Context: an optimization exercise on an open-source flow, tuned for small area and few clock cycles. The choices shown serve that exercise and are no tape-out recipe. RTL that was checked went through simulation tests only; none was proved equivalent to the original. Power figures rest on the tool's default switching activity, not on a simulated workload.

==> flow/design.v <==
module sf_reasm (
    input  wire         clk,
    input  wire         rst,
    input  wire         in_valid,
    input  wire [7:0]   in_data,
    input  wire         in_last,
    output wire         in_ready,
    output wire         out_valid,
    input  wire         out_ready,
    output wire [7:0]   out_data,
    output wire         out_last,
    output wire         resp_valid,
    output wire         resp_avail,
    output wire [2:0]   resp_disp,
    output wire         resp_meta_upd,
    output wire         meta_valid,
    output wire [159:0] cur_meta
);
    localparam L = 32;               
    localparam W = 8 * L;
    localparam [159:0] META_NONE = {64'd0, 8'hFF, 88'd0};
    localparam [2:0] D_ACCEPTED  = 3'd0;
    localparam [2:0] D_EMITTED   = 3'd1;
    localparam [2:0] D_DUPLICATE = 3'd2;
    localparam [2:0] D_STALE     = 3'd3;
    localparam [2:0] D_OOR       = 3'd4;
    localparam [2:0] D_MALFORMED = 3'd5;
    localparam [2:0] D_LATE      = 3'd7;
    reg             emit;            
    reg  [4:0]      g;               
    reg  [5:0]      rx_cnt;
    reg  [W-1:0]    cbuf;
    reg  [W-1:0]    sb0, sb1, sb2, sb3, sb4, sb5;    
    reg  [1:0]      bound;
    reg  [31:0]     frame_id;
    reg  [7:0]      dpres;
    reg  [1:0]      fpres;
    reg  [1:0]      decoded;
    reg  [1:0]      meta_seen;
    reg  [17:0]     tags;            
    reg             meta_valid_q;
    reg  [159:0]    cur_meta_q;
    reg             sv;              
    reg             mdiff;           
    reg             recw;            
    reg             recw_s;
    reg  [2:0]      r_disp;
    reg             r_upd;
    reg             pend;
    reg  [2:0]      pend_tgt;
    reg             cs;
    reg  [6:0]      ep;              
    reg  [1:0]      eblk;
    reg  [2:0]      cblk;
    reg             d0miss;
    reg             frev;            
    reg  [7:0]      fq0, fq1, fq2, fq3;
    reg  [1:0]      fwp, frp;
    reg  [2:0]      fcnt;
    wire [15:0]     f  = {cbuf[8*29 +: 8], cbuf[8*30 +: 8]};
    wire [7:0]      b  = cbuf[8*28 +: 8];
    wire            s  = f[0];
    wire [159:0]    rec;
    genvar gi;
    generate
        for (gi = 0; gi < 20; gi = gi + 1) begin : g_rec
            assign rec[8*gi +: 8] = cbuf[8*(26-gi) +: 8];
        end
    endgenerate
    wire            len_ok  = (rx_cnt == 6'd31);
    wire            is_meta = (b == 8'd0);
    wire            is_fec  = (b == 8'd4);
    wire            is_oor  = (b >= 8'd5);
    wire            bound_s = bound[s];
    wire [15:0]     fid_s   = s ? frame_id[31:16] : frame_id[15:0];
    wire [15:0]     fdist   = f - fid_s;
    wire            stale   = bound_s && fdist[15];
    wire            claim   = !bound_s || (fdist != 16'd0 && !fdist[15]);
    wire [3:0]      dp_e   = claim ? 4'd0 : (s ? dpres[7:4] : dpres[3:0]);
    wire            fp_e   = claim ? 1'b0 : fpres[s];
    wire            dec_e  = claim ? 1'b0 : decoded[s];
    wire            seen_e = claim ? 1'b0 : meta_seen[s];
    wire [2:0]      cnt_e  = {2'd0, dp_e[0]} + {2'd0, dp_e[1]} + {2'd0, dp_e[2]} + {2'd0, dp_e[3]} + {2'd0, fp_e};
    wire            meta_chg = is_meta && (!seen_e || mdiff);
    wire            filled = is_fec ? fp_e : dp_e[b[1:0]];
    wire            late   = !filled && dec_e;
    wire            stored = !filled && !dec_e;
    wire [3:0]      dp_n = (stored && !is_fec) ? (dp_e | (4'b0001 << b[1:0])) : dp_e;
    wire            fp_n = fp_e | (stored && is_fec);
    wire            complete = stored && (cnt_e == 3'd3);
    wire            keep     = stored && !complete;
    wire            rx_ok   = rx_cnt[5] || (g == rx_cnt[4:0]);
    wire            in_hs   = !emit && rx_ok && in_valid;
    wire            commit  = in_hs && in_last;
    wire            accept  = len_ok && !is_oor && !stale;
    wire            pl_wr   = in_hs && !rx_cnt[5];
    wire            c_emit  = commit && accept && complete;
    wire            c_upd   = commit && accept && meta_chg;
    wire [2:0]      c_disp  = !len_ok ? D_MALFORMED :
                              is_oor  ? D_OOR :
                              stale   ? D_STALE :
                              filled  ? D_DUPLICATE :
                              late    ? D_LATE :
                              complete ? D_EMITTED : D_ACCEPTED;
    wire [W-1:0]    e0 = cs ? sb3 : sb0;
    wire [W-1:0]    e1 = cs ? sb4 : sb1;
    wire [W-1:0]    e2 = cs ? sb5 : sb2;
    wire [2:0]      t0 = cs ? tags[11:9]  : tags[2:0];
    wire [2:0]      t1 = cs ? tags[14:12] : tags[5:3];
    wire [2:0]      t2 = cs ? tags[17:15] : tags[8:6];
    wire [2:0]      et = {1'b0, eblk};
    wire            h0 = (t0 == et);
    wire            h1 = (t1 == et);
    wire            h2 = (t2 == et);
    wire            hc = (cblk == et);
    wire            klt20 = (eblk == 2'd1) ? (ep < 7'd28) :
                            (eblk == 2'd2) ? (ep < 7'd56) : (ep < 7'd84);
    wire            allx = !(h0 || h1 || h2 || hc) || (hc && d0miss && klt20);
    function [7:0] tap;
        input [W-1:0] r;
        input [1:0]   t;
        begin
            case (t)
            2'd0: tap = r[8*7  +: 8];
            2'd1: tap = r[8*3  +: 8];
            2'd2: tap = r[8*31 +: 8];
            default: tap = r[8*27 +: 8];
            endcase
        end
    endfunction
    wire [7:0]      fdata = ((h0 || allx) ? tap(e0, eblk) : 8'd0)
                          ^ ((h1 || allx) ? tap(e1, eblk) : 8'd0)
                          ^ ((h2 || allx) ? tap(e2, eblk) : 8'd0)
                          ^ ((hc || allx) ? tap(cbuf, eblk) : 8'd0);
    wire            pop     = emit && (fcnt != 3'd0) && out_ready;
    wire            room    = (fcnt != 3'd4) || pop;
    wire            push    = emit && (ep != 7'd92) && (g == ep[4:0]) && room;
    wire            o_last  = (ep == 7'd92) && (fcnt == 3'd1);    
    wire            e_done  = pop && o_last;
    wire            modify  = emit && frev && d0miss && (g >= 5'd4) && (g <= 5'd23);
    wire            fix_ld  = emit && frev && d0miss && (g == 5'd31);
    wire [7:0]      xs      = e0[8*31 +: 8] ^ e1[8*31 +: 8] ^ e2[8*31 +: 8];
    wire [7:0]      c_out = cbuf[8*31 +: 8];
    wire [7:0]      c_in  = pl_wr  ? in_data :
                            modify ? (c_out ^ xs) : c_out;
    wire            spare = (g[4:2] == 3'd0);
    wire            mvp   = pend && !spare;
    wire            rw0   = spare && recw && !recw_s;
    wire            rw1   = spare && recw && recw_s;
    wire [7:0]      x0    = sb0[W-1 -: 8];
    wire [7:0]      x1    = sb1[W-1 -: 8];
    wire [7:0]      x2    = sb2[W-1 -: 8];
    wire [7:0]      x3    = sb3[W-1 -: 8];
    wire [7:0]      x4    = sb4[W-1 -: 8];
    wire [7:0]      x5    = sb5[W-1 -: 8];
    always @(posedge clk) begin
        cbuf <= {cbuf[W-9:0], c_in};
        sb0  <= {sb0[W-9:0], rw0 ? cbuf[8*27 +: 8] : (mvp && pend_tgt == 3'd0) ? c_out : x0};
        sb1  <= {sb1[W-9:0], rw0 ? cbuf[8*23 +: 8] : (mvp && pend_tgt == 3'd1) ? c_out : x1};
        sb2  <= {sb2[W-9:0], rw0 ? cbuf[8*19 +: 8] : (mvp && pend_tgt == 3'd2) ? c_out : x2};
        sb3  <= {sb3[W-9:0], rw1 ? cbuf[8*27 +: 8] : (mvp && pend_tgt == 3'd3) ? c_out : x3};
        sb4  <= {sb4[W-9:0], rw1 ? cbuf[8*23 +: 8] : (mvp && pend_tgt == 3'd4) ? c_out : x4};
        sb5  <= {sb5[W-9:0], rw1 ? cbuf[8*19 +: 8] : (mvp && pend_tgt == 3'd5) ? c_out : x5};
    end
    wire [7:0]      mref = (g[3:2] == 2'd1) ? (sv ? sb3[8*3  +: 8] : sb0[8*3  +: 8]) :
                           (g[3:2] == 2'd2) ? (sv ? sb4[8*7  +: 8] : sb1[8*7  +: 8]) :
                                              (sv ? sb5[8*11 +: 8] : sb2[8*11 +: 8]);
    always @(posedge clk) begin
        if (in_hs && rx_cnt == 6'd0) begin
            sv    <= in_data[0];
            mdiff <= 1'b0;
        end else if (in_hs && !rx_cnt[5] && rx_cnt >= 6'd4 && rx_cnt < 6'd16 && in_data != mref)
            mdiff <= 1'b1;
        if (commit && accept && keep) begin
            if (s) begin
                if (cnt_e[1:0] == 2'd0) tags[11:9]  <= b[2:0];
                if (cnt_e[1:0] == 2'd1) tags[14:12] <= b[2:0];
                if (cnt_e[1:0] == 2'd2) tags[17:15] <= b[2:0];
            end else begin
                if (cnt_e[1:0] == 2'd0) tags[2:0]   <= b[2:0];
                if (cnt_e[1:0] == 2'd1) tags[5:3]   <= b[2:0];
                if (cnt_e[1:0] == 2'd2) tags[8:6]   <= b[2:0];
            end
            pend_tgt <= {1'b0, s, 1'b0} + {1'b0, s} + {1'b0, cnt_e[1:0]};
        end
        if (c_emit) begin
            cs     <= s;
            cblk   <= b[2:0];
            d0miss <= !dp_n[0];
            r_disp <= D_EMITTED;
        end
        if (commit) begin
            ep   <= 7'd0;
            eblk <= 2'd0;
            frev <= 1'b1;
        end else begin
            if (push) begin
                ep <= ep + 7'd1;
                if (ep == 7'd7 || ep == 7'd35 || ep == 7'd63)
                    eblk <= eblk + 2'd1;
            end
            if (g == 5'd31)
                frev <= 1'b0;
        end
        if (push) begin
            case (fwp)
            2'd0: fq0 <= fdata;
            2'd1: fq1 <= fdata;
            2'd2: fq2 <= fdata;
            default: fq3 <= fdata;
            endcase
        end
    end
    always @(posedge clk) begin
        if (rst) begin
            emit         <= 1'b0;
            g            <= 5'd0;
            rx_cnt       <= 6'd0;
            bound        <= 2'b00;
            dpres        <= 8'd0;
            fpres        <= 2'b00;
            decoded      <= 2'b00;
            meta_seen    <= 2'b00;
            meta_valid_q <= 1'b0;
            cur_meta_q   <= META_NONE;
            pend         <= 1'b0;
            recw         <= 1'b0;
            fwp          <= 2'd0;
            frp          <= 2'd0;
            fcnt         <= 3'd0;
            r_upd        <= 1'b0;
        end else begin
            g <= g + 5'd1;
            if (g == 5'd31) begin
                pend <= 1'b0;
                recw <= 1'b0;
            end
            if (push) fwp <= fwp + 2'd1;
            if (pop)  frp <= frp + 2'd1;
            fcnt <= fcnt + {2'd0, push} - {2'd0, pop};
            if (in_hs && rx_cnt != 6'd63)
                rx_cnt <= rx_cnt + 6'd1;
            if (commit) begin
                rx_cnt <= 6'd0;
                r_upd  <= meta_chg;
                if (accept) begin
                    bound[s]     <= 1'b1;
                    if (s) frame_id[31:16] <= f; else frame_id[15:0] <= f;
                    if (s) dpres[7:4] <= complete ? 4'hF : dp_n; else dpres[3:0] <= complete ? 4'hF : dp_n;
                    fpres[s]     <= fp_n;
                    decoded[s]   <= dec_e | complete;
                    meta_seen[s] <= seen_e | is_meta;
                    if (meta_chg) begin
                        cur_meta_q   <= rec;
                        meta_valid_q <= 1'b1;
                        recw   <= 1'b1;
                        recw_s <= s;
                    end
                    if (keep)
                        pend <= 1'b1;
                    if (complete)
                        emit <= 1'b1;
                end
            end
            if (e_done)
                emit <= 1'b0;
            if (fix_ld) begin
                cur_meta_q    <= rec;
                meta_valid_q  <= 1'b1;
                r_upd         <= 1'b1;
                meta_seen[cs] <= 1'b1;
                recw   <= 1'b1;
                recw_s <= cs;
            end
        end
    end
    reg [7:0] fhead;
    always @(*) begin
        case (frp)
        2'd0: fhead = fq0;
        2'd1: fhead = fq1;
        2'd2: fhead = fq2;
        default: fhead = fq3;
        endcase
    end
    assign in_ready      = !emit && rx_ok;
    assign out_valid     = emit && (fcnt != 3'd0);
    assign out_data      = fhead;
    assign out_last      = o_last;
    assign resp_valid    = (commit && !c_emit) || e_done;
    assign resp_avail    = !commit;
    assign resp_disp     = commit ? c_disp : r_disp;
    assign resp_meta_upd = commit ? c_upd : r_upd;
    assign meta_valid    = meta_valid_q || c_upd;
    assign cur_meta      = c_upd ? rec : cur_meta_q;
endmodule
==> flow/config.mk <==
export PLATFORM = sky130hd
export DESIGN_NAME = sf_reasm
export DESIGN_NICKNAME = sf_reasm
export VERILOG_FILES = /design/flow/design.v
export SDC_FILE = /design/flow/constraint.sdc
export NUM_CORES = 4
export LEC_CHECK = 0
export ABC_AREA = 1
export CAP_MARGIN = 20
export CELL_PAD_IN_SITES_DETAIL_PLACEMENT = 1
export CELL_PAD_IN_SITES_GLOBAL_PLACEMENT = 2
export CORE_MARGIN = 2
export CORE_UTILIZATION = 50
export CTS_CLUSTER_DIAMETER = 100
export CTS_CLUSTER_SIZE = 28
export PLACE_DENSITY = 0.6
export SLEW_MARGIN = 20
==> flow/constraint.sdc <==
create_clock -name core_clock -period 15.0 [get_ports {clk}]
set_input_delay 3.0000 -clock core_clock [delete_from_list [all_inputs] [get_ports {clk}]]
set_output_delay 3.0000 -clock core_clock [all_outputs]
set_load 0.01 [all_outputs]
run.sh (not shown) runs the stock make flow with config.mk's settings and CLKGATE_MAP_FILE= SYNTH_SCRIPT=/design/flow/synth_recipe.tcl, a recipe that flattens the netlist after the stock synthesis.
==> next run, changes <==
--- a/flow/design.v
+++ b/flow/design.v
@@ -41,19 +41,18 @@
     reg             meta_valid_q;
     reg  [159:0]    cur_meta_q;
     reg             sv;              
     reg             mdiff;           
     reg             recw;            
     reg             recw_s;
-    reg  [2:0]      r_disp;
     reg             r_upd;
     reg             pend;
     reg  [2:0]      pend_tgt;
     reg             cs;
     reg  [6:0]      ep;              
-    reg  [1:0]      eblk;
+    wire [1:0]      eblk = (ep < 7'd8) ? 2'd0 : (ep < 7'd36) ? 2'd1 : (ep < 7'd64) ? 2'd2 : 2'd3;
     reg  [2:0]      cblk;
     reg             d0miss;
     reg             frev;            
     reg  [7:0]      fq0, fq1, fq2, fq3;
     reg  [1:0]      fwp, frp;
     reg  [2:0]      fcnt;
@@ -184,23 +183,19 @@
             pend_tgt <= {1'b0, s, 1'b0} + {1'b0, s} + {1'b0, cnt_e[1:0]};
         end
         if (c_emit) begin
             cs     <= s;
             cblk   <= b[2:0];
             d0miss <= !dp_n[0];
-            r_disp <= D_EMITTED;
         end
         if (commit) begin
             ep   <= 7'd0;
-            eblk <= 2'd0;
             frev <= 1'b1;
         end else begin
             if (push) begin
                 ep <= ep + 7'd1;
-                if (ep == 7'd7 || ep == 7'd35 || ep == 7'd63)
-                    eblk <= eblk + 2'd1;
             end
             if (g == 5'd31)
                 frev <= 1'b0;
         end
         if (push) begin
             case (fwp)
@@ -286,11 +281,11 @@
     assign in_ready      = !emit && rx_ok;
     assign out_valid     = emit && (fcnt != 3'd0);
     assign out_data      = fhead;
     assign out_last      = o_last;
     assign resp_valid    = (commit && !c_emit) || e_done;
     assign resp_avail    = !commit;
-    assign resp_disp     = commit ? c_disp : r_disp;
+    assign resp_disp     = commit ? c_disp : D_EMITTED;
     assign resp_meta_upd = commit ? c_upd : r_upd;
     assign meta_valid    = meta_valid_q || c_upd;
     assign cur_meta      = c_upd ? rec : cur_meta_q;
 endmodule
Global-route usage went up by 0.18 points.
Flip-flop and latch count goes down by 2.
Critical path depth is unchanged.
Via count is higher by 1.2%.
Setup slack degrades by 0.14 ns.
Synthesized cell count grows by 0.80%.
Combinational power is about the same.
Final area is about the same.
Power is about the same.
Die area is about the same.
Core utilization barely changes.
Testbench counts after the change, summed over its fixed seeds: cycles 120,183.
Function not checked in the first run of this note: the RTL went through the layout flow alone.

separate check: timing with driven ports:
How much do the figures lean on ideal ports? The routed layouts below were timed once more, with nothing changed but the port constraints.
Step 1 assumes that a clkbuf_16 drives the clock port and a buf_2 every other input.
Step 2 times the ports against the registers' clock, not the clock port: input delays grow and output delays shrink by t, the midpoint of the rising clock arrivals with the driver on.
Slacks: no drivers / after step 1 / after step 2; pairs: no drivers / after step 1.
run | shift t [ns] | setup WS [ns] | hold WS [ns] | slew at the worst register clock pin (ns) | cell pins on the clock port's net
the first run | 0.778 | 5.415 / 5.338 / 5.733 | 0.321 / 0.321 / 0.321 | 0.11 / 0.11 | 1
the second run | 0.760 | 5.278 / 5.201 / 5.481 | 0.314 / 0.314 / 0.314 | 0.11 / 0.11 | 1
After both steps setup and hold are still met in every run listed.
